What follows belongs to an exercise in optimizing a design on an open flow for a short achievable clock period and few clock cycles; a production flow would make more cautious choices.
At most, simulation tests tie the RTL to the original design; equivalence was not proved.
The RTL of runs 2 and 3 was laid out without a check of its function.
Power and IR drop assume default switching activity.

==> design.v <==
module ict_seq (
    input  wire        clk,
    input  wire        rst,
    input  wire        cmd_valid,
    output wire        cmd_ready,
    input  wire [2:0]  cmd_op,
    input  wire [23:0] cmd_addr,
    input  wire [15:0] cmd_len,
    input  wire [3:0]  cmd_step,
    input  wire        cmd_wide,
    input  wire        cmd_big,
    input  wire [31:0] cmd_seed,
    input  wire [15:0] cmd_mask,
    input  wire [31:0] cmd_crc,
    output wire        bus_req_valid,
    input  wire        bus_req_ready,
    output wire        bus_req_we,
    output wire [23:0] bus_req_addr,
    output wire [15:0] bus_req_wdata,
    output wire        bus_req_wide,
    input  wire        bus_rsp_valid,
    input  wire [15:0] bus_rsp_rdata,
    output reg         res_valid,
    output reg  [1:0]  res_code,
    output reg  [31:0] res_value,
    output reg  [23:0] res_addr,
    output reg  [15:0] res_exp,
    output reg  [15:0] res_act,
    output reg  [1:0]  res_pass
);
    localparam OP_ROMCRC   = 3'd0;
    localparam OP_ROMCHK   = 3'd1;
    localparam OP_ROMRAW   = 3'd2;
    localparam OP_RAMMARCH = 3'd3;
    localparam OP_RAMADDR  = 3'd4;
    localparam OP_RAMFILL  = 3'd5;
    localparam OP_RAMREAD  = 3'd6;
    localparam RC_SUCCESS  = 2'd0;
    localparam RC_MISMATCH = 2'd1;
    localparam RC_UNIMPL   = 2'd2;
    localparam A_CLR  = 2'd0;    
    localparam A_SETJ = 2'd1;    
    localparam A_RDQ  = 2'd2;    
    localparam A_CLRJ = 2'd3;    
    function [159:0] lcg1_s1(input [31:0] x);
        reg [31:0] s0, c0, s1, c1, s2, c2, s3, c3, s4, c4, s5, c5;
        begin
        s0 = (x << 0) ^ (~(x << 2)) ^ (x << 4);
        c0 = (((x << 0) & (~(x << 2))) | ((x << 0) & (x << 4)) | ((~(x << 2)) & (x << 4))) << 1;
        s1 = (~(x << 9)) ^ (x << 11) ^ (~(x << 13));
        c1 = (((~(x << 9)) & (x << 11)) | ((~(x << 9)) & (~(x << 13))) | ((x << 11) & (~(x << 13)))) << 1;
        s2 = (~(x << 15)) ^ (x << 17) ^ (~(x << 19));
        c2 = (((~(x << 15)) & (x << 17)) | ((~(x << 15)) & (~(x << 19))) | ((x << 17) & (~(x << 19)))) << 1;
        s3 = s0 ^ c0 ^ s1;
        c3 = ((s0 & c0) | (s0 & s1) | (c0 & s1)) << 1;
        s4 = c1 ^ s2 ^ c2;
        c4 = ((c1 & s2) | (c1 & c2) | (s2 & c2)) << 1;
        s5 = s3 ^ c3 ^ s4;
        c5 = ((s3 & c3) | (s3 & s4) | (c3 & s4)) << 1;
        lcg1_s1 = {32'h3c6ef364, (x << 21), c4, c5, s5};
        end
    endfunction
    function [159:0] lcg2_s1(input [31:0] x);
        reg [31:0] s0, c0, s1, c1, s2, c2, s3, c3, s4, c4, s5, c5, s6, c6, s7, c7;
        begin
        s0 = (x << 0) ^ (x << 3) ^ (x << 5);
        c0 = (((x << 0) & (x << 3)) | ((x << 0) & (x << 5)) | ((x << 3) & (x << 5))) << 1;
        s1 = (x << 7) ^ (~(x << 10)) ^ (~(x << 13));
        c1 = (((x << 7) & (~(x << 10))) | ((x << 7) & (~(x << 13))) | ((~(x << 10)) & (~(x << 13)))) << 1;
        s2 = (x << 15) ^ (~(x << 19)) ^ (x << 22);
        c2 = (((x << 15) & (~(x << 19))) | ((x << 15) & (x << 22)) | ((~(x << 19)) & (x << 22))) << 1;
        s3 = (~(x << 24)) ^ (~(x << 27)) ^ (x << 29);
        c3 = (((~(x << 24)) & (~(x << 27))) | ((~(x << 24)) & (x << 29)) | ((~(x << 27)) & (x << 29))) << 1;
        s4 = s0 ^ c0 ^ s1;
        c4 = ((s0 & c0) | (s0 & s1) | (c0 & s1)) << 1;
        s5 = c1 ^ s2 ^ c2;
        c5 = ((c1 & s2) | (c1 & c2) | (s2 & c2)) << 1;
        s6 = s3 ^ c3 ^ 32'h47502937;
        c6 = ((s3 & c3) | (s3 & 32'h47502937) | (c3 & 32'h47502937)) << 1;
        s7 = s4 ^ c4 ^ s5;
        c7 = ((s4 & c4) | (s4 & s5) | (c4 & s5)) << 1;
        lcg2_s1 = {c6, s6, c5, c7, s7};
        end
    endfunction
    function [159:0] lcg3_s1(input [31:0] x);
        reg [31:0] s0, c0, s1, c1, s2, c2, s3, c3, s4, c4, s5, c5, s6, c6, s7, c7;
        begin
        s0 = (x << 0) ^ (x << 2) ^ (x << 4);
        c0 = (((x << 0) & (x << 2)) | ((x << 0) & (x << 4)) | ((x << 2) & (x << 4))) << 1;
        s1 = (x << 7) ^ (x << 9) ^ (x << 11);
        c1 = (((x << 7) & (x << 9)) | ((x << 7) & (x << 11)) | ((x << 9) & (x << 11))) << 1;
        s2 = (x << 16) ^ (x << 19) ^ (x << 22);
        c2 = (((x << 16) & (x << 19)) | ((x << 16) & (x << 22)) | ((x << 19) & (x << 22))) << 1;
        s3 = (~(x << 24)) ^ (~(x << 28)) ^ (~(x << 30));
        c3 = (((~(x << 24)) & (~(x << 28))) | ((~(x << 24)) & (~(x << 30))) | ((~(x << 28)) & (~(x << 30)))) << 1;
        s4 = s0 ^ c0 ^ s1;
        c4 = ((s0 & c0) | (s0 & s1) | (c0 & s1)) << 1;
        s5 = c1 ^ s2 ^ c2;
        c5 = ((c1 & s2) | (c1 & c2) | (s2 & c2)) << 1;
        s6 = s3 ^ c3 ^ 32'hd1ccf6ec;
        c6 = ((s3 & c3) | (s3 & 32'hd1ccf6ec) | (c3 & 32'hd1ccf6ec)) << 1;
        s7 = s4 ^ c4 ^ s5;
        c7 = ((s4 & c4) | (s4 & s5) | (c4 & s5)) << 1;
        lcg3_s1 = {c6, s6, c5, c7, s7};
        end
    endfunction
    function [63:0] lcg_s2(input [159:0] v);
        reg [31:0] s0, c0, s1, c1, s2, c2;
        begin
        s0 = v[31:0] ^ v[63:32] ^ v[95:64];
        c0 = ((v[31:0] & v[63:32]) | (v[31:0] & v[95:64]) | (v[63:32] & v[95:64])) << 1;
        s1 = s0 ^ c0 ^ v[127:96];
        c1 = ((s0 & c0) | (s0 & v[127:96]) | (c0 & v[127:96])) << 1;
        s2 = s1 ^ c1 ^ v[159:128];
        c2 = ((s1 & c1) | (s1 & v[159:128]) | (c1 & v[159:128])) << 1;
        lcg_s2 = {c2, s2};
        end
    endfunction
    function [31:0] crc_byte(input [31:0] c, input [7:0] b);
        integer k;
        reg [31:0] x;
        begin
            x = c ^ {24'd0, b};
            for (k = 0; k < 8; k = k + 1)
                x = x[0] ? ((x >> 1) ^ 32'hEDB88320) : (x >> 1);
            crc_byte = x;
        end
    endfunction
    reg         cmd_rdy;
    reg         busy;
    reg  [23:0] start;
    reg  [15:0] len;
    reg         wide;
    reg         big;
    reg  [31:0] seed;
    reg  [31:0] crc_exp;
    reg  [4:0]  stride;
    reg  [15:0] wm;         
    reg  [15:0] cm;         
    reg  [15:0] fillv;      
    reg         is_crc, is_chk, is_march, is_addr, is_fill, is_op7, n0, n1;
    assign cmd_ready    = cmd_rdy;
    assign bus_req_wide = wide;
    wire accept = cmd_valid & cmd_rdy;
    wire fast_op = (cmd_op == OP_ROMCRC) || (cmd_op == OP_ROMCHK) || (cmd_op == OP_ROMRAW) ||
                   (cmd_op == OP_RAMREAD) || (cmd_op == OP_RAMFILL);
    always @(posedge clk) begin
        if (rst)
            wide <= 1'b0;
        else if (~busy)
            wide <= cmd_wide;
        if (~busy) begin
            is_crc   <= (cmd_op == OP_ROMCRC) || (cmd_op == OP_ROMCHK);
            is_chk   <= (cmd_op == OP_ROMCHK);
            is_march <= (cmd_op == OP_RAMMARCH);
            is_addr  <= (cmd_op == OP_RAMADDR);
            is_fill  <= (cmd_op == OP_RAMFILL);
            is_op7   <= (cmd_op == 3'd7);
            n0       <= (cmd_len == 16'd0);
            n1       <= (cmd_len == 16'd1);
            start   <= cmd_addr;
            len     <= cmd_len;
            big     <= cmd_big;
            seed    <= cmd_seed;
            crc_exp <= cmd_crc;
            stride  <= cmd_wide ? {cmd_step, 1'b0} : {1'b0, cmd_step};
            wm      <= cmd_wide ? 16'hFFFF : 16'h00FF;
            cm      <= cmd_mask & (cmd_wide ? 16'hFFFF : 16'h00FF);
            fillv   <= cmd_seed[15:0] & (cmd_wide ? 16'hFFFF : 16'h00FF);
        end
    end
    wire is_cmp   = is_march || is_addr;
    wire chk_rd   = is_crc || is_cmp;       
    wire [15:0] nm1 = len - 16'd1;
    wire [15:0] hm_w;       
    genvar gi;
    generate
        for (gi = 0; gi < 16; gi = gi + 1) begin : g_hm
            assign hm_w[gi] = |(nm1 >> gi);
        end
    endgenerate
    reg         gpend;      
    reg  [1:0]  icnt;       
    reg  [15:0] hm;
    reg  [23:0] sps;        
    reg         g_valid;
    reg         g_done;     
    reg         g_we;
    reg  [23:0] g_addr;
    reg         g_bar;      
    reg         g_inv;      
    reg         g_wm;       
    reg         g_em;       
    reg  [15:0] rem;        
    reg         lh;         
    reg  [1:0]  half;       
    reg  [1:0]  asub;
    reg  [4:0]  q_t, j_t;
    reg  [23:0] qn_off, qn_addr;    
    reg  [15:0] q_h;                
    reg  [23:0] j_addr;             
    reg  [23:0] jn_off, jn_addr;    
    reg  [15:0] j_h;
    reg  [31:0]  r_out;
    reg  [63:0]  r_b;
    reg  [159:0] r_a;
    reg  [31:0]  i_out;
    reg  [63:0]  i_b;
    reg  [159:0] i_a;
    wire         r_init = busy & is_march & (icnt != 2'd3);
    wire [31:0]  r_sum  = r_b[31:0] + r_b[63:32];
    wire [63:0]  r_s2   = lcg_s2(r_a);
    wire [159:0] r_s1i  = (icnt == 2'd0) ? lcg1_s1(seed) : (icnt == 2'd1) ? lcg2_s1(seed) : lcg3_s1(seed);
    always @(posedge clk) begin
        if (r_init) begin
            i_out <= r_sum;
            i_b   <= r_s2;
            i_a   <= r_s1i;
        end
    end
    wire [15:0] pat  = (r_out[31:16] ^ {16{g_inv}}) & wm;
    wire [15:0] g_wd = is_march ? pat : is_fill ? fillv : (g_wm ? cm : 16'd0);
    wire [15:0] g_ex = is_march ? (pat & cm) : (g_em ? cm : 16'd0);
    wire [1:0]  g_ps = is_march ? (g_inv ? 2'd2 : 2'd1) : 2'd0;
    wire q_last = ~q_h[0];
    wire j_last = ~j_h[0];
    wire g_last = is_addr ? (asub == A_CLRJ && j_last)
                          : (lh && (!is_march || half == 2'd3));
    reg         ov, o_we;
    reg  [23:0] o_addr;
    reg  [15:0] o_wd;
    reg         sv, s_we;
    reg  [23:0] s_addr;
    reg  [15:0] s_wd;
    assign bus_req_valid = ov;
    assign bus_req_we    = o_we;
    assign bus_req_addr  = o_addr;
    assign bus_req_wdata = o_wd;
    localparam FAW = 2;
    localparam FD = 1 << FAW;
    reg  [41:0] fq [0:FD-1];        
    reg  [FAW-1:0] wp, rp;
    reg  [FAW:0]   cnt;             
    reg  [FAW:0]   disc;            
    reg  [4:0]  unchk;              
    reg         killed;             
    reg         mm_q;               
    reg         rv_q;
    reg  [15:0] rd_q;
    reg  [31:0] crc;
    reg  [23:0] st_addr;            
    reg  [15:0] st_exp, st_act;
    reg  [1:0]  st_pass;
    wire g_blk = mm_q | killed | (g_bar & (unchk != 5'd0)) | (~g_we & cnt[FAW]);
    wire xfer  = g_valid & ~sv & ~g_blk;
    wire push  = xfer & ~g_we;
    wire o_ld  = ~ov | bus_req_ready;
    wire gstart = busy & gpend & ~n0 &
                  ((is_march & (icnt == 2'd3)) | (is_addr & (icnt != 2'd0)));
    always @(posedge clk) begin
        if (rst)
            {o_we, o_addr, o_wd} <= 41'd0;
        else if (o_ld)
            {o_we, o_addr, o_wd} <= sv ? {s_we, s_addr, s_wd} : {g_we, g_addr, g_wd};
        if (~sv) begin
            s_we   <= g_we;
            s_addr <= g_addr;
            s_wd   <= g_wd;
        end
        if (rst) begin
            ov <= 1'b0;
            sv <= 1'b0;
        end else begin
            if (o_ld) ov <= sv | xfer;
            sv <= sv ? ~o_ld : (xfer & ~o_ld);
        end
    end
    always @(posedge clk) begin
        if (~busy) begin
            g_addr <= cmd_addr;
            g_we   <= (cmd_op == OP_RAMFILL) || (cmd_op == OP_RAMMARCH) || (cmd_op == OP_RAMADDR);
            g_bar  <= 1'b0;
            g_inv  <= 1'b0;
            g_wm   <= 1'b0;
            g_em   <= 1'b0;
            rem    <= cmd_len;
            lh     <= (cmd_len == 16'd1);
            half   <= 2'd0;
            asub   <= A_CLR;
            q_t    <= 5'd0;
        end else if (gstart) begin
            qn_off <= {19'd0, stride};
            qn_addr <= sps;
            q_h    <= hm;
        end else if (xfer && !g_last) begin
            g_bar <= 1'b0;
            if (is_addr) begin
                case (asub)
                A_CLR: begin
                    if (q_last) begin
                        asub    <= A_SETJ;
                        g_addr  <= start;
                        g_wm    <= 1'b1;
                        j_t     <= 5'd0;
                        j_addr  <= start;
                        jn_off  <= {19'd0, stride};
                        jn_addr <= sps;
                        j_h     <= hm;
                    end else begin
                        g_addr  <= qn_addr;
                        q_t     <= q_t + 5'd1;
                        qn_off  <= qn_off << 1;
                        qn_addr <= start + (qn_off << 1);
                        q_h     <= q_h >> 1;
                    end
                end
                A_SETJ: begin
                    asub    <= A_RDQ;
                    g_we    <= 1'b0;
                    g_addr  <= start;
                    g_em    <= (j_t == 5'd0);
                    q_t     <= 5'd0;
                    qn_off  <= {19'd0, stride};
                    qn_addr <= sps;
                    q_h     <= hm;
                end
                A_RDQ: begin
                    if (q_last) begin
                        asub   <= A_CLRJ;
                        g_we   <= 1'b1;
                        g_wm   <= 1'b0;
                        g_bar  <= 1'b1;
                        g_addr <= j_addr;
                    end else begin
                        g_addr  <= qn_addr;
                        g_em    <= (q_t + 5'd1 == j_t);
                        q_t     <= q_t + 5'd1;
                        qn_off  <= qn_off << 1;
                        qn_addr <= start + (qn_off << 1);
                        q_h     <= q_h >> 1;
                    end
                end
                default: begin  
                    asub    <= A_SETJ;
                    g_wm    <= 1'b1;
                    g_addr  <= jn_addr;
                    j_t     <= j_t + 5'd1;
                    j_addr  <= jn_addr;
                    jn_off  <= jn_off << 1;
                    jn_addr <= start + (jn_off << 1);
                    j_h     <= j_h >> 1;
                end
                endcase
            end else if (!lh) begin
                g_addr <= g_addr + {19'd0, stride};
                rem    <= rem - 16'd1;
                lh     <= (rem == 16'd2);
                r_out  <= r_sum;
                r_b    <= r_s2;
                r_a    <= lcg3_s1(r_out);
            end else begin
                half   <= half + 2'd1;
                g_addr <= start;
                rem    <= len;
                lh     <= n1;
                g_we   <= half[0];
                g_bar  <= (half == 2'd1);
                g_inv  <= (half != 2'd0);
                r_out  <= i_out;
                r_b    <= i_b;
                r_a    <= i_a;
            end
        end
        if (r_init) begin
            r_out <= r_sum;
            r_b   <= r_s2;
            r_a   <= r_s1i;
        end
        if (rst) begin
            g_valid <= 1'b0;
            g_done  <= 1'b0;
        end else if (~busy) begin
            g_valid <= accept & fast_op & (cmd_len != 16'd0);
            g_done  <= 1'b0;
        end else if (gstart) begin
            g_valid <= 1'b1;
        end else if (mm_q) begin
            g_valid <= 1'b0;
        end else if (xfer && g_last) begin
            g_valid <= 1'b0;
            g_done  <= 1'b1;
        end
    end
    wire [41:0] head    = fq[rp];
    wire        pop     = rv_q;
    wire        disc_nz = |disc;
    wire        proc    = pop & ~disc_nz & ~killed & ~mm_q;
    wire [15:0] actm    = rd_q & cm;
    wire        mis     = (actm != head[39:24]);
    wire [15:0] rd_w  = rd_q & wm;
    wire [31:0] crc_1 = crc_byte(crc, wide ? (big ? rd_w[15:8] : rd_w[7:0]) : rd_w[7:0]);
    wire [31:0] crc_2 = crc_byte(crc_1, big ? rd_w[7:0] : rd_w[15:8]);
    wire all_acc  = g_done & ~sv & o_ld;
    wire fin_ok   = busy & all_acc & (unchk == 5'd0) & ~mm_q & ~killed;
    wire fin_kill = busy & (killed | mm_q) & ~sv & o_ld;
    wire fin_imm  = busy & gpend & (is_op7 | n0);
    wire fin      = fin_ok | fin_kill | fin_imm;
    wire crc_bad  = (~crc != crc_exp);
    always @(posedge clk) begin
        rv_q <= ~rst & bus_rsp_valid;
        rd_q <= bus_rsp_rdata;
        if (push) fq[wp] <= {g_ps, g_ex, g_addr};
        if (proc) begin
            st_addr <= head[23:0];
            st_exp  <= head[39:24];
            st_act  <= actm;
            st_pass <= head[41:40];
        end
        if (~busy)
            crc <= 32'hFFFFFFFF;
        else if (proc & is_crc)
            crc <= wide ? crc_2 : crc_1;
        hm   <= hm_w;
        sps  <= start + {19'd0, stride};
        if (is_op7)
            res_code <= RC_UNIMPL;
        else if (killed | mm_q | (is_chk & crc_bad))
            res_code <= RC_MISMATCH;
        else
            res_code <= RC_SUCCESS;
        res_value <= is_crc ? ~crc : 32'd0;
        if (killed | mm_q) begin
            res_addr <= st_addr;
            res_exp  <= st_exp;
            res_act  <= st_act;
            res_pass <= st_pass;
        end else begin
            res_addr <= (is_chk & crc_bad) ? start : 24'd0;
            res_exp  <= 16'd0;
            res_act  <= 16'd0;
            res_pass <= 2'd0;
        end
        if (rst) begin
            cmd_rdy   <= 1'b1;
            busy      <= 1'b0;
            gpend     <= 1'b0;
            icnt      <= 2'd0;
            res_valid <= 1'b0;
            wp        <= {FAW{1'b0}};
            rp        <= {FAW{1'b0}};
            cnt       <= {(FAW+1){1'b0}};
            disc      <= {(FAW+1){1'b0}};
            unchk     <= 5'd0;
            killed    <= 1'b0;
            mm_q      <= 1'b0;
        end else begin
            res_valid <= fin;
            if (accept) begin
                cmd_rdy <= 1'b0;
                busy    <= 1'b1;
            end else if (fin) begin
                cmd_rdy <= 1'b1;
                busy    <= 1'b0;
            end
            if (~busy) begin
                gpend <= 1'b1;
                icnt  <= 2'd0;
            end else begin
                if (gstart | fin_imm) gpend <= 1'b0;
                if (icnt != 2'd3) icnt <= icnt + 2'd1;
            end
            if (push) wp <= wp + 1'b1;
            if (pop)  rp <= rp + 1'b1;
            cnt <= cnt + push - pop;
            if (fin)
                disc <= cnt - pop;
            else if (pop & disc_nz)
                disc <= disc - 1'b1;
            if (~busy)
                unchk <= 5'd0;
            else
                unchk <= unchk + {4'd0, push & chk_rd} - {4'd0, proc & chk_rd};
            mm_q <= proc & is_cmp & mis;
            if (~busy)
                killed <= 1'b0;
            else if (mm_q)
                killed <= 1'b1;
        end
    end
endmodule
==> flow/run.sh <==
#!/bin/bash
# The standard layout (the standard.sh: standard synthesis, floorplan,
# placement, CTS, routing) with a larger setup margin for ORFS's timing
# repair, so that repair keeps improving paths well past the 10 ns the
# constraints ask for. The SDC, clock period and everything else are the standard flow's.
set -euo pipefail
bash standard.sh SETUP_SLACK_MARGIN=7 finish > standard_make.log 2>&1
==> standard.sh <==
#!/bin/bash
# synth_recipe.tcl (not shown) runs the flow's synth.tcl, then flattens the netlist and writes it again
# the make line also repeats each setting of config.mk as NAME=value (left out here)
make -C /OpenROAD-flow-scripts/flow DESIGN_CONFIG=/design/flow/config.mk WORK_HOME=/design/flow/orfs CLKGATE_MAP_FILE= SYNTH_SCRIPT=/design/flow/synth_recipe.tcl "${@:-finish}"
==> config.mk <==
export PLATFORM = sky130hd
export DESIGN_NAME = ict_seq
export DESIGN_NICKNAME = ict_seq
export VERILOG_FILES = /design/flow/design.v
export SDC_FILE = /design/flow/constraint.sdc
export NUM_CORES = 4
export LEC_CHECK = 0
export ABC_CLOCK_PERIOD_IN_PS = 2500
export CAP_MARGIN = 20
export CORE_MARGIN = 2
export CORE_UTILIZATION = 40
export PLACE_DENSITY = 0.6
export SLEW_MARGIN = 20
==> constraint.sdc <==
create_clock -name core_clock -period 10.0 [get_ports {clk}]
set_input_delay 2.0000 -clock core_clock [delete_from_list [all_inputs] [get_ports {clk}]]
set_output_delay 2.0000 -clock core_clock [all_outputs]
set_load 0.01 [all_outputs]
==> out/metrics.csv, run 1 <==
metric;value;unit
grt_start_max_net_pins;141;
final_nets;7163;
pin_count;287;
arrival;4010;ps
max-cap-violations;0;
ctsHoldBuffers;0;
grt_pass1_wl;300000;um
p_leak;33.4;nW
synth_fp_nets;6408;
syn_inst;5555;
crit_path_end_kind;flip-flop;
first_iter_violations;4354;
die_w;420;um
ant_nets;0;
start_util;40.3;%
vias;46100;
critical_path_class;reg2reg;
synth_edf_count;1005;
setup_ws;6540;ps
total_power;18.3;mW
worstMarginPinSlew;1110;ps
cts-root-buf;clkbuf_16;
rr_worst_depth;14;
firstDrtPassIters;8;
slew_headroom;25.6;%
power.density;208;nW/um^2
io_buffers;286;
insertion_delay;800;ps
rows;152;
grt_pass1_vias;45600;
yosysWarnings;1;
slew_viol_final;0;
min_period;3460;ps
synth-main-ff-cell;edfxtp_1;
wl;210000;um
die-area;176000;um^2
yosysSeqAreaShare;51.2;%
synth_top_cell_area_share;43.6;%
path_max_fanout;3;
setup_viol;0;
drcViolationCount;0;
rsz0062_at_grt;true;
cts_sinks;1270;
ys_async_sr_fraction;0;%
hold_viol;0;
finalClockSkew;54.9;ps
post-route-util;51.2;%
dieHeight;420;um
hold_class;reg2reg;
cts_tree;yes;
final.period_utilization;34.6;%
whs_path_depth;1;
synth_area;69200;um^2
synth.largest_area_cell;edfxtp_1;
numCtsBuffers;144;
grt_use_total;23.0;%
cp-start-kind;flip-flop;
tns;0;ps
required;10550;ps
clkTransAtPathRegs;60;ps
synthMostInstantiatedCell;edfxtp_1;
peakVddDrop;0.178;mV
wl_per_cell;24.0;um
post-dp-hpwl;139000;um
ys_seq_elements;1270;
status;no timing/DRC/antenna violations;
synth.avg_cell_area;12.5;um^2
drive_gt1_share;26.8;%
cts_buffer_depth;3;
vias_per_cell;5.28;
coreArea;172000;um^2
h-tree-depth;4;
place_ws;5610;ps
grt_antenna_before_repair;10;
yosysUniqueCellTypes;76;
max_freq;289;MHz
syn_to_final_growth;27.0;%
globalRouteOverflowTotal;0;
synth_top_cells_by_area;edfxtp_1 44%, fa_1 13%, dfxtp_1 7.7%;
ys_top_cells_by_count;1005 x edfxtp_1, 668 x nand2_1, 466 x fa_1;
gp_congestion;0.936;
==> report_power, final <==
group / internal (mW) / switching, mW
registers: 6.24 / 0.275
logic: 2.90 / 3.36
clock network: 3.27 / 2.24
total: 12.4 / 5.87
==> registers in the layout (all words and copies together) (netlist names), 32 cells and up, named ones only <==
| signal | flops |
|---|---|
| crc | 32 |
| crc_exp | 32 |
| fq | 168 |
| i_a | 105 |
| i_b | 62 |
| i_out | 32 |
| r_a | 105 |
| r_b | 62 |
| r_out | 32 |
| res_value | 32 |
==> routing by layer <==
layer  up-vias  track usage [%]  wire (um)
met5         -                0          0
met3       387             4.06      16200
met2      1812             35.6      95800
met4         0             8.07       7810
met1     23200             32.6      90200
li1      20800                -          -
==> stage by stage <==
stage / hold slack (ps) / cell area (um^2) / std cells
floorplan: 388 / 69300 / 5555
global placement: 430 / 74700 / 7968
detailed placement: 430 / 74700 / 7968
CTS: 440 / 85000 / 8602
global route: 453 / 87900 / 8743
finish: 439 / 87900 / 8745
==> path summary, 6_finish.rpt <==
kind	startpoint	to	slack [ps]
worst max-delay path	r_b[2]	r_out[28]	6540
worst min register to register	st_exp[11]	res_exp[11]	440
worst max register to register	r_b[2]	r_out[28]	6540
worst min-delay path	st_exp[11]	res_exp[11]	440
==> layout by cell type (no fill, tap or decap), drive strengths merged, types with 63 or more instances in the layout <==
master,synthesis,routed
a211oi,63,63
a21oi,213,213
and2,104,104
buf,36,690
clkbuf,212,216
clkdlybuf4s50,0,138
dfxtp,265,265
edfxtp,1005,1005
fa,466,466
ha,237,237
inv,401,385
mux2,79,79
mux2i,212,212
nand2,669,670
nor2,288,289
nor2b,83,83
o21ai,337,338
xnor2,280,280
xor2,120,120
==> critical path, stage by stage, from the launching register on <==
cell      delay (ps)
edfxtp_1         410
ha_2             220
inv_2             50
fa_2             190
nor2b_1           50
o21a_1           190
o21ai_2          160
a311oi_2         130
o31a_1           400
o22ai_4          240
o21bai_4         120
or4_4            450
a31oi_4          240
xnor2_2          100
mux2_2           260
==> kinds of logic after synthesis <==
group / after synthesis / synth area share [%]
multiplexers: 333 / 5.72
AND/OR/NAND/NOR: 1366 / 8.86
buffers and inverters: 650 / 3.53
flip-flops: 1270 / 51.2
XOR/XNOR: 410 / 5.81
adder cells (fa/ha/maj): 703 / 17.8
AO/OA/AOI/OAI: 823 / 7.07
==> cell type report <==
class,count,area (um^2)
Tap cell,2310,2890
Clock inverter,60,718
Fill cell,14500,83800
Timing Repair Buffer,849,8430
Antenna cell,2,5.00
Clock buffer,209,4330
Multi-Input combinational cell,3639,34200
Sequential cell,1270,35600
Inverter,402,1680
Timing Repair inverter,4,35.0
==> repair_timing <==
action / 4_1_cts / 5_1_grt
gates resized for setup: 1402 / 398
pin swaps: 307 / 280
setup buffers: 353 / 133
endpoints found under the setup margin: 1263 / 542
gates cloned: 12 / 8
Testbench counts, summed over its fixed seeds: cycles 220,563.
==> inputs of run 2 (changes only) <==
--- a/design.v
+++ b/design.v
@@ -128,6 +128,7 @@
     endfunction
     reg         cmd_rdy;
     reg         busy;
+    reg  [2:0]  op;
     reg  [23:0] start;
     reg  [15:0] len;
     reg         wide;
@@ -138,28 +139,15 @@
     reg  [15:0] wm;         
     reg  [15:0] cm;         
     reg  [15:0] fillv;      
-    reg         is_crc, is_chk, is_march, is_addr, is_fill, is_op7, n0, n1;
     assign cmd_ready    = cmd_rdy;
     assign bus_req_wide = wide;
     wire accept = cmd_valid & cmd_rdy;
-    wire fast_op = (cmd_op == OP_ROMCRC) || (cmd_op == OP_ROMCHK) || (cmd_op == OP_ROMRAW) ||
-                   (cmd_op == OP_RAMREAD) || (cmd_op == OP_RAMFILL);
     always @(posedge clk) begin
-        if (rst)
-            wide <= 1'b0;
-        else if (~busy)
-            wide <= cmd_wide;
-        if (~busy) begin
-            is_crc   <= (cmd_op == OP_ROMCRC) || (cmd_op == OP_ROMCHK);
-            is_chk   <= (cmd_op == OP_ROMCHK);
-            is_march <= (cmd_op == OP_RAMMARCH);
-            is_addr  <= (cmd_op == OP_RAMADDR);
-            is_fill  <= (cmd_op == OP_RAMFILL);
-            is_op7   <= (cmd_op == 3'd7);
-            n0       <= (cmd_len == 16'd0);
-            n1       <= (cmd_len == 16'd1);
+        if (cmd_rdy) begin
+            op      <= cmd_op;
             start   <= cmd_addr;
             len     <= cmd_len;
+            wide    <= cmd_wide;
             big     <= cmd_big;
             seed    <= cmd_seed;
             crc_exp <= cmd_crc;
@@ -169,8 +157,13 @@
             fillv   <= cmd_seed[15:0] & (cmd_wide ? 16'hFFFF : 16'h00FF);
         end
     end
+    wire is_crc   = (op == OP_ROMCRC) || (op == OP_ROMCHK);
+    wire is_march = (op == OP_RAMMARCH);
+    wire is_addr  = (op == OP_RAMADDR);
     wire is_cmp   = is_march || is_addr;
     wire chk_rd   = is_crc || is_cmp;       
+    wire        n0  = (len == 16'd0);
+    wire        n1  = (len == 16'd1);
     wire [15:0] nm1 = len - 16'd1;
     wire [15:0] hm_w;       
     genvar gi;
@@ -181,6 +174,7 @@
     endgenerate
     reg         gpend;      
     reg  [1:0]  icnt;       
+    reg         n1_q;
     reg  [15:0] hm;
     reg  [23:0] sps;        
     reg         g_valid;
@@ -219,7 +213,7 @@
         end
     end
     wire [15:0] pat  = (r_out[31:16] ^ {16{g_inv}}) & wm;
-    wire [15:0] g_wd = is_march ? pat : is_fill ? fillv : (g_wm ? cm : 16'd0);
+    wire [15:0] g_wd = is_march ? pat : (op == OP_RAMFILL) ? fillv : (g_wm ? cm : 16'd0);
     wire [15:0] g_ex = is_march ? (pat & cm) : (g_em ? cm : 16'd0);
     wire [1:0]  g_ps = is_march ? (g_inv ? 2'd2 : 2'd1) : 2'd0;
     wire q_last = ~q_h[0];
@@ -248,20 +242,21 @@
     reg         rv_q;
     reg  [15:0] rd_q;
     reg  [31:0] crc;
-    reg  [23:0] st_addr;            
-    reg  [15:0] st_exp, st_act;
-    reg  [1:0]  st_pass;
+    reg  [23:0] st_addr, m_addr;
+    reg  [15:0] st_exp, st_act, m_exp, m_act;
+    reg  [1:0]  st_pass, m_pass;
     wire g_blk = mm_q | killed | (g_bar & (unchk != 5'd0)) | (~g_we & cnt[FAW]);
     wire xfer  = g_valid & ~sv & ~g_blk;
     wire push  = xfer & ~g_we;
     wire o_ld  = ~ov | bus_req_ready;
-    wire gstart = busy & gpend & ~n0 &
-                  ((is_march & (icnt == 2'd3)) | (is_addr & (icnt != 2'd0)));
+    wire gstart = busy & gpend & ~(op == 3'd7 || n0) &
+                  (is_march ? (icnt == 2'd3) : is_addr ? (icnt != 2'd0) : 1'b1);
     always @(posedge clk) begin
-        if (rst)
-            {o_we, o_addr, o_wd} <= 41'd0;
-        else if (o_ld)
-            {o_we, o_addr, o_wd} <= sv ? {s_we, s_addr, s_wd} : {g_we, g_addr, g_wd};
+        if (o_ld) begin
+            o_we   <= sv ? s_we   : g_we;
+            o_addr <= sv ? s_addr : g_addr;
+            o_wd   <= sv ? s_wd   : g_wd;
+        end
         if (~sv) begin
             s_we   <= g_we;
             s_addr <= g_addr;
@@ -276,19 +271,18 @@
         end
     end
     always @(posedge clk) begin
-        if (~busy) begin
-            g_addr <= cmd_addr;
-            g_we   <= (cmd_op == OP_RAMFILL) || (cmd_op == OP_RAMMARCH) || (cmd_op == OP_RAMADDR);
+        if (gstart) begin
+            g_addr <= start;
+            g_we   <= (op == OP_RAMFILL) || is_march || is_addr;
             g_bar  <= 1'b0;
             g_inv  <= 1'b0;
             g_wm   <= 1'b0;
             g_em   <= 1'b0;
-            rem    <= cmd_len;
-            lh     <= (cmd_len == 16'd1);
+            rem    <= len;
+            lh     <= n1;
             half   <= 2'd0;
             asub   <= A_CLR;
             q_t    <= 5'd0;
-        end else if (gstart) begin
             qn_off <= {19'd0, stride};
             qn_addr <= sps;
             q_h    <= hm;
@@ -362,7 +356,7 @@
                 half   <= half + 2'd1;
                 g_addr <= start;
                 rem    <= len;
-                lh     <= n1;
+                lh     <= n1_q;
                 g_we   <= half[0];
                 g_bar  <= (half == 2'd1);
                 g_inv  <= (half != 2'd0);
@@ -379,8 +373,8 @@
         if (rst) begin
             g_valid <= 1'b0;
             g_done  <= 1'b0;
-        end else if (~busy) begin
-            g_valid <= accept & fast_op & (cmd_len != 16'd0);
+        end else if (cmd_rdy) begin
+            g_valid <= 1'b0;
             g_done  <= 1'b0;
         end else if (gstart) begin
             g_valid <= 1'b1;
@@ -401,44 +395,58 @@
     wire [31:0] crc_1 = crc_byte(crc, wide ? (big ? rd_w[15:8] : rd_w[7:0]) : rd_w[7:0]);
     wire [31:0] crc_2 = crc_byte(crc_1, big ? rd_w[7:0] : rd_w[15:8]);
     wire all_acc  = g_done & ~sv & o_ld;
-    wire fin_ok   = busy & all_acc & (unchk == 5'd0) & ~mm_q & ~killed;
+    wire fin_ok   = busy & ~gpend & all_acc & (unchk == 5'd0) & ~mm_q & ~killed;
     wire fin_kill = busy & (killed | mm_q) & ~sv & o_ld;
-    wire fin_imm  = busy & gpend & (is_op7 | n0);
+    wire fin_imm  = busy & gpend & (op == 3'd7 || n0);
     wire fin      = fin_ok | fin_kill | fin_imm;
     wire crc_bad  = (~crc != crc_exp);
     always @(posedge clk) begin
         rv_q <= ~rst & bus_rsp_valid;
         rd_q <= bus_rsp_rdata;
         if (push) fq[wp] <= {g_ps, g_ex, g_addr};
-        if (proc) begin
-            st_addr <= head[23:0];
-            st_exp  <= head[39:24];
-            st_act  <= actm;
-            st_pass <= head[41:40];
+        st_addr <= head[23:0];
+        st_exp  <= head[39:24];
+        st_act  <= actm;
+        st_pass <= head[41:40];
+        if (mm_q & ~killed) begin
+            m_addr <= st_addr;
+            m_exp  <= st_exp;
+            m_act  <= st_act;
+            m_pass <= st_pass;
         end
-        if (~busy)
+        if (cmd_rdy)
             crc <= 32'hFFFFFFFF;
         else if (proc & is_crc)
             crc <= wide ? crc_2 : crc_1;
+        n1_q <= n1;
         hm   <= hm_w;
         sps  <= start + {19'd0, stride};
-        if (is_op7)
-            res_code <= RC_UNIMPL;
-        else if (killed | mm_q | (is_chk & crc_bad))
-            res_code <= RC_MISMATCH;
-        else
-            res_code <= RC_SUCCESS;
-        res_value <= is_crc ? ~crc : 32'd0;
-        if (killed | mm_q) begin
-            res_addr <= st_addr;
-            res_exp  <= st_exp;
-            res_act  <= st_act;
-            res_pass <= st_pass;
-        end else begin
-            res_addr <= (is_chk & crc_bad) ? start : 24'd0;
-            res_exp  <= 16'd0;
-            res_act  <= 16'd0;
-            res_pass <= 2'd0;
+        if (busy) begin
+            if (op == 3'd7)
+                res_code <= RC_UNIMPL;
+            else if (killed | mm_q)
+                res_code <= RC_MISMATCH;
+            else if (op == OP_ROMCHK && crc_bad)
+                res_code <= RC_MISMATCH;
+            else
+                res_code <= RC_SUCCESS;
+            res_value <= is_crc ? ~crc : 32'd0;
+            if (killed) begin
+                res_addr <= m_addr;
+                res_exp  <= m_exp;
+                res_act  <= m_act;
+                res_pass <= m_pass;
+            end else if (mm_q) begin
+                res_addr <= st_addr;
+                res_exp  <= st_exp;
+                res_act  <= st_act;
+                res_pass <= st_pass;
+            end else begin
+                res_addr <= (op == OP_ROMCHK && crc_bad) ? start : 24'd0;
+                res_exp  <= 16'd0;
+                res_act  <= 16'd0;
+                res_pass <= 2'd0;
+            end
         end
         if (rst) begin
             cmd_rdy   <= 1'b1;
@@ -462,7 +470,7 @@
                 cmd_rdy <= 1'b1;
                 busy    <= 1'b0;
             end
-            if (~busy) begin
+            if (cmd_rdy) begin
                 gpend <= 1'b1;
                 icnt  <= 2'd0;
             end else begin
@@ -476,12 +484,12 @@
                 disc <= cnt - pop;
             else if (pop & disc_nz)
                 disc <= disc - 1'b1;
-            if (~busy)
+            if (cmd_rdy)
                 unchk <= 5'd0;
             else
                 unchk <= unchk + {4'd0, push & chk_rd} - {4'd0, proc & chk_rd};
             mm_q <= proc & is_cmp & mis;
-            if (~busy)
+            if (cmd_rdy)
                 killed <= 1'b0;
             else if (mm_q)
                 killed <= 1'b1;
==> out/metrics.csv, run 2 <==
metric;value;unit
status;no timing/DRC/antenna violations;
rr_worst_depth;16;
grt_use_total;23.4;%
grt_antenna_before_repair;14;
hold_viol;0;
ys_top_cells_by_count;1074 x edfxtp_1, 637 x nand2_1, 466 x fa_1;
drive_gt1_share;25.6;%
cp-startpoint;o_wd[11];
critical_path_class;reg2out;
slew_headroom;25.5;%
whs_path_depth;0;
required;8000;ps
wl_per_cell;25.0;um
post-dp-hpwl;142000;um
switching_power;5.32;mW
grt_pass1_vias;46300;
yosysUniqueCellTypes;72;
tns;0;ps
vias_per_cell;5.40;
ant_nets;0;
p_int;11.8;mW
hold_slack;428;ps
synth-main-ff-cell;edfxtp_1;
worstReg2RegEnd;qn_addr[15];
syn_inst;5533;
coreArea;174000;um^2
cts_sinks;1323;
final.period_utilization;35.5;%
yosysWarnings;1;
path_max_fanout;1;
yosysSeqAreaShare;52.9;%
max-cap-violations;0;
synth.largest_area_cell;edfxtp_1;
synth_top_cell_area_share;45.8;%
setup_viol;0;
synth_fp_nets;6389;
peakVddDrop;0.154;mV
largest_register;fq;
wl;219000;um
r2r-start;start[2];
h-tree-depth;4;
cp-start-kind;flip-flop;
min_to;m_addr[6];
final_nets;7160;
io_buffers;286;
synthMostInstantiatedCell;edfxtp_1;
layout.cells.most_common;edfxtp_1;
p_leak;33.6;nW
rrSetupSlack;6550;ps
globalRouteOverflowTotal;0;
rsz0062_at_grt;true;
synth_top_cells_by_area;edfxtp_1 46%, fa_1 13%, dfxtp_1 7.1%;
cts_tree;yes;
fillers;14700;
synth.avg_cell_area;12.7;um^2
largest_reg_flops;168;
synth_edf_count;1074;
vias;47300;
synth_area;70400;um^2
worst_path_max_delay_cell;edfxtp_1;
worstPathBufferInverterCount;1;
cts_buffer_depth;3;
min_period;3550;ps
cts-root-buf;clkbuf_16;
drcViolationCount;0;
worstMarginPinSlew;1110;ps
rows;153;
die-area;179000;um^2
ys_seq_elements;1323;
grt_start_max_net_pins;112;
grt_pass1_wl;310000;um
first_iter_violations;4952;
max_stage_delay;550;ps
max_freq;281;MHz
top_regs;fq x168, i_a x105, r_a x105;
start_util;40.4;%
slew_viol_final;0;
clkPwrFrac;32.2;%
swShare;31.1;%
pin_count;287;
pwr-share-seq;37.7;%
cp_cell_sequence;buf_2;
ys_async_sr_fraction;0;%
arrival;1550;ps
min-delay-start;st_addr[6];
p_comb_share;30.1;%
cp_top_family;flip-flops;
insertion_delay;800;ps
numCtsBuffers;148;
mostFrequentLayoutCells;1074 x edfxtp_1, 608 x nand2_1, 348 x fa_1;
clkTransAtPathRegs;60;ps
power.density;192;nW/um^2
syn_to_final_growth;26.5;%
dieHeight;424;um
finalClockSkew;65.7;ps
crit_path_end_kind;primary output;
hold_class;reg2reg;
firstDrtPassIters;5;
die_w;424;um
gp_congestion;0.938;
-- run 2: changes by cell type in the layout (fill, tap and decap cells not counted), moves of 38 or more --
cell      previous run  this run
a21oi_1            176       235
a22o_1               1        67
dfxtp_1            177       240
edfxtp_1          1005      1074
mux2i_1            188       125
buf_2               60       122
a211oi_1            52        14
xor2_1              88       129
nor2b_1             73        35
dfxtp_2             69         4
and2_1              97        46
buf_6              209       128
nand2_1            648       608
-- run 2: worst max path at each step --
stage	endpoint	slack [ps]	cells past startpoint
4_1_cts	bus_req_wdata[15]	6360	1
2_1_floorplan	r_a[0]	2860	7
3_3_place_gp	qn_off[0]	5800	9
5_1_grt	bus_req_wdata[15]	6410	1
6_report	bus_req_wdata[11]	6450	1
3_5_place_dp	qn_addr[1]	5740	9
-- run 2: logic make-up after synthesis --
| family | after synthesis | synth area share (%) |
|---|---|---|
| AOI/OAI and AO/OA | 916 | 7.84 |
| xor gates and xnor gates | 412 | 5.71 |
| adders and majority gates | 706 | 17.5 |
| buffers and inverters | 663 | 3.54 |
| DFF | 1323 | 52.9 |
| muxes | 284 | 4.98 |
| and+or+nand+nor | 1229 | 7.54 |
-- run 2: per-stage QoR --
stage | area [um^2] | power [mW] | setup WS (ps) | instances | utilization (%)
final | 89100 | 17.1 | 6450 | 8759 | 51.1
after global routing | 89100 | 17.8 | 6410 | 8756 | 51.1
after CTS | 86100 | 16.5 | 6360 | 8600 | 49.4
after detailed placement | 76200 | 10.2 | 5740 | 7979 | 43.7
after global placement | 76200 | 10.1 | 5800 | 7979 | 43.7
after floorplan | 70700 | 8.91 | 2860 | 5533 | -
-- run 2: power by group through the flow --
stage	combinational, mW	clock, mW	sequential (mW)
2_1_floorplan	2.39	0	6.53
3_3_place_gp	3.56	0	6.58
3_5_place_dp	3.61	0	6.58
4_1_cts	4.50	5.60	6.44
5_1_grt	5.51	5.82	6.46
6_report	5.14	5.51	6.44
-- run 2: final cells by class --
class	count	area, um^2	share of cell area [%]
timing repair inverter	1	8.76	0.00983
clock inverter	91	990	1.11
clock buffer	182	3950	4.44
antenna	7	17.5	0.0197
multi-input combinational	3553	33600	37.7
sequential	1323	37300	41.8
inverter	428	1740	1.96
timing repair buffer	849	8600	9.66
tap	2325	2910	3.27
-- run 2: routing by layer --
| metal | vias to the layer above | wire length, um | track usage [%] |
|---|---|---|---|
| met5 | - | 60 | 0 |
| met4 | 8 | 8840 | 8.65 |
| met3 | 471 | 18600 | 4.40 |
| met2 | 2122 | 98400 | 35.4 |
| met1 | 23800 | 93100 | 33.4 |
| li1 | 20900 | - | - |
-- run 2: timing repair --
| action | CTS | global route |
|---|---|---|
| setup endpoints to repair | 1178 | 807 |
| setup buffers | 328 | 132 |
| pin swaps | 238 | 217 |
| gates resized for setup | 1178 | 351 |
| hold buffers | 0 | 0 |
| gates cloned | 20 | 19 |
==> inputs of run 3 (changes only) <==
--- a/design.v
+++ b/design.v
@@ -177,6 +177,20 @@
     reg         n1_q;
     reg  [15:0] hm;
     reg  [23:0] sps;        
+    reg  [159:0] i1_a, i2_a, i3_a;
+    reg  [63:0]  i1_b, i2_b, i3_b;
+    reg  [31:0]  i1, i2, i3;
+    always @(posedge clk) begin
+        i1_a <= lcg1_s1(seed);
+        i2_a <= lcg2_s1(seed);
+        i3_a <= lcg3_s1(seed);
+        i1_b <= lcg_s2(i1_a);
+        i2_b <= lcg_s2(i2_a);
+        i3_b <= lcg_s2(i3_a);
+        i1   <= i1_b[31:0] + i1_b[63:32];
+        i2   <= i2_b[31:0] + i2_b[63:32];
+        i3   <= i3_b[31:0] + i3_b[63:32];
+    end
     reg         g_valid;
     reg         g_done;     
     reg         g_we;
@@ -198,20 +212,6 @@
     reg  [31:0]  r_out;
     reg  [63:0]  r_b;
     reg  [159:0] r_a;
-    reg  [31:0]  i_out;
-    reg  [63:0]  i_b;
-    reg  [159:0] i_a;
-    wire         r_init = busy & is_march & (icnt != 2'd3);
-    wire [31:0]  r_sum  = r_b[31:0] + r_b[63:32];
-    wire [63:0]  r_s2   = lcg_s2(r_a);
-    wire [159:0] r_s1i  = (icnt == 2'd0) ? lcg1_s1(seed) : (icnt == 2'd1) ? lcg2_s1(seed) : lcg3_s1(seed);
-    always @(posedge clk) begin
-        if (r_init) begin
-            i_out <= r_sum;
-            i_b   <= r_s2;
-            i_a   <= r_s1i;
-        end
-    end
     wire [15:0] pat  = (r_out[31:16] ^ {16{g_inv}}) & wm;
     wire [15:0] g_wd = is_march ? pat : (op == OP_RAMFILL) ? fillv : (g_wm ? cm : 16'd0);
     wire [15:0] g_ex = is_march ? (pat & cm) : (g_em ? cm : 16'd0);
@@ -230,12 +230,11 @@
     assign bus_req_we    = o_we;
     assign bus_req_addr  = o_addr;
     assign bus_req_wdata = o_wd;
-    localparam FAW = 2;
-    localparam FD = 1 << FAW;
+    localparam FD = 16;
     reg  [41:0] fq [0:FD-1];        
-    reg  [FAW-1:0] wp, rp;
-    reg  [FAW:0]   cnt;             
-    reg  [FAW:0]   disc;            
+    reg  [3:0]  wp, rp;
+    reg  [4:0]  cnt;                
+    reg  [4:0]  disc;               
     reg  [4:0]  unchk;              
     reg         killed;             
     reg         mm_q;               
@@ -245,7 +244,7 @@
     reg  [23:0] st_addr, m_addr;
     reg  [15:0] st_exp, st_act, m_exp, m_act;
     reg  [1:0]  st_pass, m_pass;
-    wire g_blk = mm_q | killed | (g_bar & (unchk != 5'd0)) | (~g_we & cnt[FAW]);
+    wire g_blk = mm_q | killed | (g_bar & (unchk != 5'd0)) | (~g_we & (cnt == FD));
     wire xfer  = g_valid & ~sv & ~g_blk;
     wire push  = xfer & ~g_we;
     wire o_ld  = ~ov | bus_req_ready;
@@ -286,6 +285,9 @@
             qn_off <= {19'd0, stride};
             qn_addr <= sps;
             q_h    <= hm;
+            r_out  <= i1;
+            r_b    <= {32'd0, i2};
+            r_a    <= {128'd0, i3};
         end else if (xfer && !g_last) begin
             g_bar <= 1'b0;
             if (is_addr) begin
@@ -349,8 +351,8 @@
                 g_addr <= g_addr + {19'd0, stride};
                 rem    <= rem - 16'd1;
                 lh     <= (rem == 16'd2);
-                r_out  <= r_sum;
-                r_b    <= r_s2;
+                r_out  <= r_b[31:0] + r_b[63:32];
+                r_b    <= lcg_s2(r_a);
                 r_a    <= lcg3_s1(r_out);
             end else begin
                 half   <= half + 2'd1;
@@ -360,20 +362,15 @@
                 g_we   <= half[0];
                 g_bar  <= (half == 2'd1);
                 g_inv  <= (half != 2'd0);
-                r_out  <= i_out;
-                r_b    <= i_b;
-                r_a    <= i_a;
+                r_out  <= i1;
+                r_b    <= {32'd0, i2};
+                r_a    <= {128'd0, i3};
             end
         end
-        if (r_init) begin
-            r_out <= r_sum;
-            r_b   <= r_s2;
-            r_a   <= r_s1i;
-        end
         if (rst) begin
             g_valid <= 1'b0;
             g_done  <= 1'b0;
-        end else if (cmd_rdy) begin
+        end else if (accept) begin
             g_valid <= 1'b0;
             g_done  <= 1'b0;
         end else if (gstart) begin
@@ -387,7 +384,7 @@
     end
     wire [41:0] head    = fq[rp];
     wire        pop     = rv_q;
-    wire        disc_nz = |disc;
+    wire        disc_nz = (disc != 5'd0);
     wire        proc    = pop & ~disc_nz & ~killed & ~mm_q;
     wire [15:0] actm    = rd_q & cm;
     wire        mis     = (actm != head[39:24]);
@@ -414,7 +411,7 @@
             m_act  <= st_act;
             m_pass <= st_pass;
         end
-        if (cmd_rdy)
+        if (accept)
             crc <= 32'hFFFFFFFF;
         else if (proc & is_crc)
             crc <= wide ? crc_2 : crc_1;
@@ -454,10 +451,10 @@
             gpend     <= 1'b0;
             icnt      <= 2'd0;
             res_valid <= 1'b0;
-            wp        <= {FAW{1'b0}};
-            rp        <= {FAW{1'b0}};
-            cnt       <= {(FAW+1){1'b0}};
-            disc      <= {(FAW+1){1'b0}};
+            wp        <= 4'd0;
+            rp        <= 4'd0;
+            cnt       <= 5'd0;
+            disc      <= 5'd0;
             unchk     <= 5'd0;
             killed    <= 1'b0;
             mm_q      <= 1'b0;
@@ -466,30 +463,29 @@
             if (accept) begin
                 cmd_rdy <= 1'b0;
                 busy    <= 1'b1;
-            end else if (fin) begin
-                cmd_rdy <= 1'b1;
-                busy    <= 1'b0;
-            end
-            if (cmd_rdy) begin
-                gpend <= 1'b1;
-                icnt  <= 2'd0;
+                gpend   <= 1'b1;
+                icnt    <= 2'd0;
             end else begin
+                if (fin) begin
+                    cmd_rdy <= 1'b1;
+                    busy    <= 1'b0;
+                end
                 if (gstart | fin_imm) gpend <= 1'b0;
                 if (icnt != 2'd3) icnt <= icnt + 2'd1;
             end
-            if (push) wp <= wp + 1'b1;
-            if (pop)  rp <= rp + 1'b1;
-            cnt <= cnt + push - pop;
+            if (push) wp <= wp + 4'd1;
+            if (pop)  rp <= rp + 4'd1;
+            cnt <= cnt + {4'd0, push} - {4'd0, pop};
             if (fin)
-                disc <= cnt - pop;
+                disc <= cnt - {4'd0, pop};
             else if (pop & disc_nz)
-                disc <= disc - 1'b1;
-            if (cmd_rdy)
+                disc <= disc - 5'd1;
+            if (accept)
                 unchk <= 5'd0;
             else
                 unchk <= unchk + {4'd0, push & chk_rd} - {4'd0, proc & chk_rd};
             mm_q <= proc & is_cmp & mis;
-            if (cmd_rdy)
+            if (accept)
                 killed <= 1'b0;
             else if (mm_q)
                 killed <= 1'b1;
==> run.sh (new file) <==
#!/bin/bash
# synth_recipe.tcl (not shown) runs the flow's synth.tcl, then flattens the netlist and writes it again
# the make line also repeats each setting of config.mk as NAME=value (left out here)
make -C /OpenROAD-flow-scripts/flow DESIGN_CONFIG=/design/flow/config.mk WORK_HOME=/design/flow/orfs CLKGATE_MAP_FILE= SYNTH_SCRIPT=/design/flow/synth_recipe.tcl finish
--- a/config.mk
+++ b/config.mk
@@ -5,7 +5,6 @@
 export SDC_FILE = /design/flow/constraint.sdc
 export NUM_CORES = 4
 export LEC_CHECK = 0
-export ABC_CLOCK_PERIOD_IN_PS = 2500
 export CAP_MARGIN = 20
 export CORE_MARGIN = 2
 export CORE_UTILIZATION = 40
removed: flow/run.sh
removed: standard.sh
==> out/metrics.csv, run 3 <==
metric;value;unit
max-cap-violations;0;
die_w;503;um
pin_count;287;
post-dp-hpwl;189000;um
hold_class;reg2reg;
dpl_cell_area;107000;um^2
required;10500;ps
numCtsBuffers;227;
rows;183;
tns;0;ps
crit_path_end_kind;flip-flop;
yosysWarnings;1;
vias_per_cell;5.13;
wl_per_cell;23.7;um
place_inst;10800;
grt_pass1_vias;59000;
power.density;269;nW/um^2
synth_area;99700;um^2
cts_tree;yes;
cts-root-buf;clkbuf_16;
final.period_utilization;57.4;%
critical_path_class;reg2reg;
hold_viol;0;
ctsHoldBuffers;0;
rr_worst_depth;9;
top_regs;fq x672, i1_a x92;
vias;57900;
status;no timing/DRC/antenna violations;
ant_nets;0;
drive_gt1_share;10.7;%
total_power;30.9;mW
fillers;22000;
synth_top_cell_area_share;38.4;%
max_freq;174;MHz
grt_pass1_wl;393000;um
cp-start-kind;flip-flop;
cts_setup_buffers;0;
synth_fp_nets;8558;
peakVddDrop;0.193;mV
gp_congestion;0.909;
final_nets;8911;
fin_cells;11300;
yosysSeqAreaShare;56.2;%
coreArea;248000;um^2
wl;267000;um
syn_inst;7372;
grt_use_total;21.1;%
synth.avg_cell_area;13.5;um^2
first_iter_violations;5000;
min_period;5740;ps
syn_to_final_growth;15.2;%
rsz0062_at_grt;false;
ys_async_sr_fraction;0;%
synth_top_cells_by_area;edfxtp_1 38%, dfxtp_1 18%, fa_1 11%;
io_buffers;286;
synth_edf_count;1276;
path_max_fanout;52;
dieHeight;503;um
slew_headroom;23.2;%
drcViolationCount;0;
yosysUniqueCellTypes;79;
synth.largest_area_cell;edfxtp_1;
start_util;40.2;%
whs_path_depth;0;
clkTransAtPathRegs;60;ps
ys_top_cells_by_count;1276 x edfxtp_1, 885 x dfxtp_1, 841 x inv_1;
h-tree-depth;4;
grt_antenna_before_repair;40;
layout.cells.most_common;edfxtp_1;
grt_start_max_net_pins;105;
largest_reg_flops;672;
largest_register;fq;
synthMostInstantiatedCell;edfxtp_1;
globalRouteOverflowTotal;0;
cts_buffer_depth;3;
arrival;6230;ps
slew_viol_final;0;
rrSetupSlack;4260;ps
worstMarginPinSlew;1150;ps
cts_resized;0;
insertion_delay;920;ps
design_area;115000;um^2
p_leak;44.3;nW
ys_seq_elements;2161;
finalClockSkew;90.9;ps
die-area;253000;um^2
mostFrequentLayoutCells;1276 x edfxtp_1, 876 x dfxtp_1, 840 x inv_1;
cts_sinks;2161;
synth-main-ff-cell;edfxtp_1;
setup_viol;0;
firstDrtPassIters;6;
## run 3: changes by cell type in the layout (fill, tap and decap cells not counted), sizes merged, moves of 78 or more
cell           change
dfxtp            +636
buf              -594
inv              +444
ha               +270
edfxtp           +202
nand2            -170
mux4             +168
clkdlybuf4s50    +139
mux2i            -129
clkbuf           +102
xnor2             +78
## run 3: where the power goes
| part | internal [mW] | switching, mW |
|---|---|---|
| Clock | 5.19 | 3.71 |
| Combinational | 4.48 | 5.71 |
| Sequential | 10.9 | 0.901 |
## run 3: worst paths after layout
check	from	end
max	len[5]	jn_addr[5]
min	i2_b[1]	i2[1]
max reg2reg	len[5]	jn_addr[5]
min reg2reg	i2_b[1]	i2[1]
## run 3: routing by layer
| layer | share of wire (%) | GRT usage, % |
|---|---|---|
| met1 | 43 | 29.0 |
| met2 | 47 | 33.6 |
| met3 | 6.4 | 3.45 |
| met5 | 0.013 | 0 |
| met4 | 3.9 | 8.13 |
## run 3: stage by stage
stage / setup slack [ps] / hold WS, ps / util (%)
after floorplan: 1530 / 310 / -
after global placement: 4420 / 314 / 43.0
after detailed placement: 4270 / 314 / 43.0
after CTS: 4280 / 329 / 46.2
after global routing: 4010 / 339 / 46.2
final: 4260 / 326 / 46.3
## run 3: layout make-up
type	instances	area [um^2]	area share [%]
Multi-Input combinational cell	4123	39800	34.7
Clock buffer	297	6340	5.53
Sequential cell	2161	56100	48.8
Inverter	842	3160	2.76
Tap cell	3330	4170	3.63
Clock inverter	135	1700	1.48
Timing Repair Buffer	370	3510	3.05
Antenna cell	15	37.5	0.0327
## run 3: cell families after synthesis
family,share of synthesized area (%)
flip-flops,56.2
AND/OR/NAND/NOR,5.47
buffers and inverters,4.10
adder cells (fa/ha/maj),17.0
AO/OA/AOI/OAI,6.36
XOR/XNOR,5.04
multiplexers,5.84
## run 3: critical path, cell delays in order (launching register included)
cell and delay [ps]:
edfxtp_1 470, or3_1 470, or4_1 530, nor4_1 590
a31o_2 360, a2111o_1 900, nand2_1 380, a2111oi_4 350
buf_4 540, buf_4 690

-- what the ideal ports hide --
In the flow no input, the clock included, has a driving cell. The finished layouts below were timed again as built, in two steps.
Step 1 assumes that a clkbuf_16 drives the clock port and a buf_2 every other input.
Step 2, shift: input delay + t, output delay - t, t = (earliest + latest rising clock arrival at the registers) / 2. This alone moves slack from input paths to output paths.
Slacks: no drivers / after step 1 / after step 2; pairs: no drivers / after step 1.
run	shift t [ns]	slack for setup (ns)	hold WS [ns]
run 1	0.861	6.541 / 6.494 / 6.243	0.439 / 0.439 / 0.439
run 2	0.853	6.446 / 6.364 / 6.304	0.428 / 0.428 / 0.428
run 3	0.974	4.264 / 4.264 / 4.264	0.326 / 0.326 / 0.326
After both steps setup and hold are still met in every run listed. The setup slack of run 1, which loses most, moves by -0.047 ns with the drivers and by -0.298 ns with both steps.
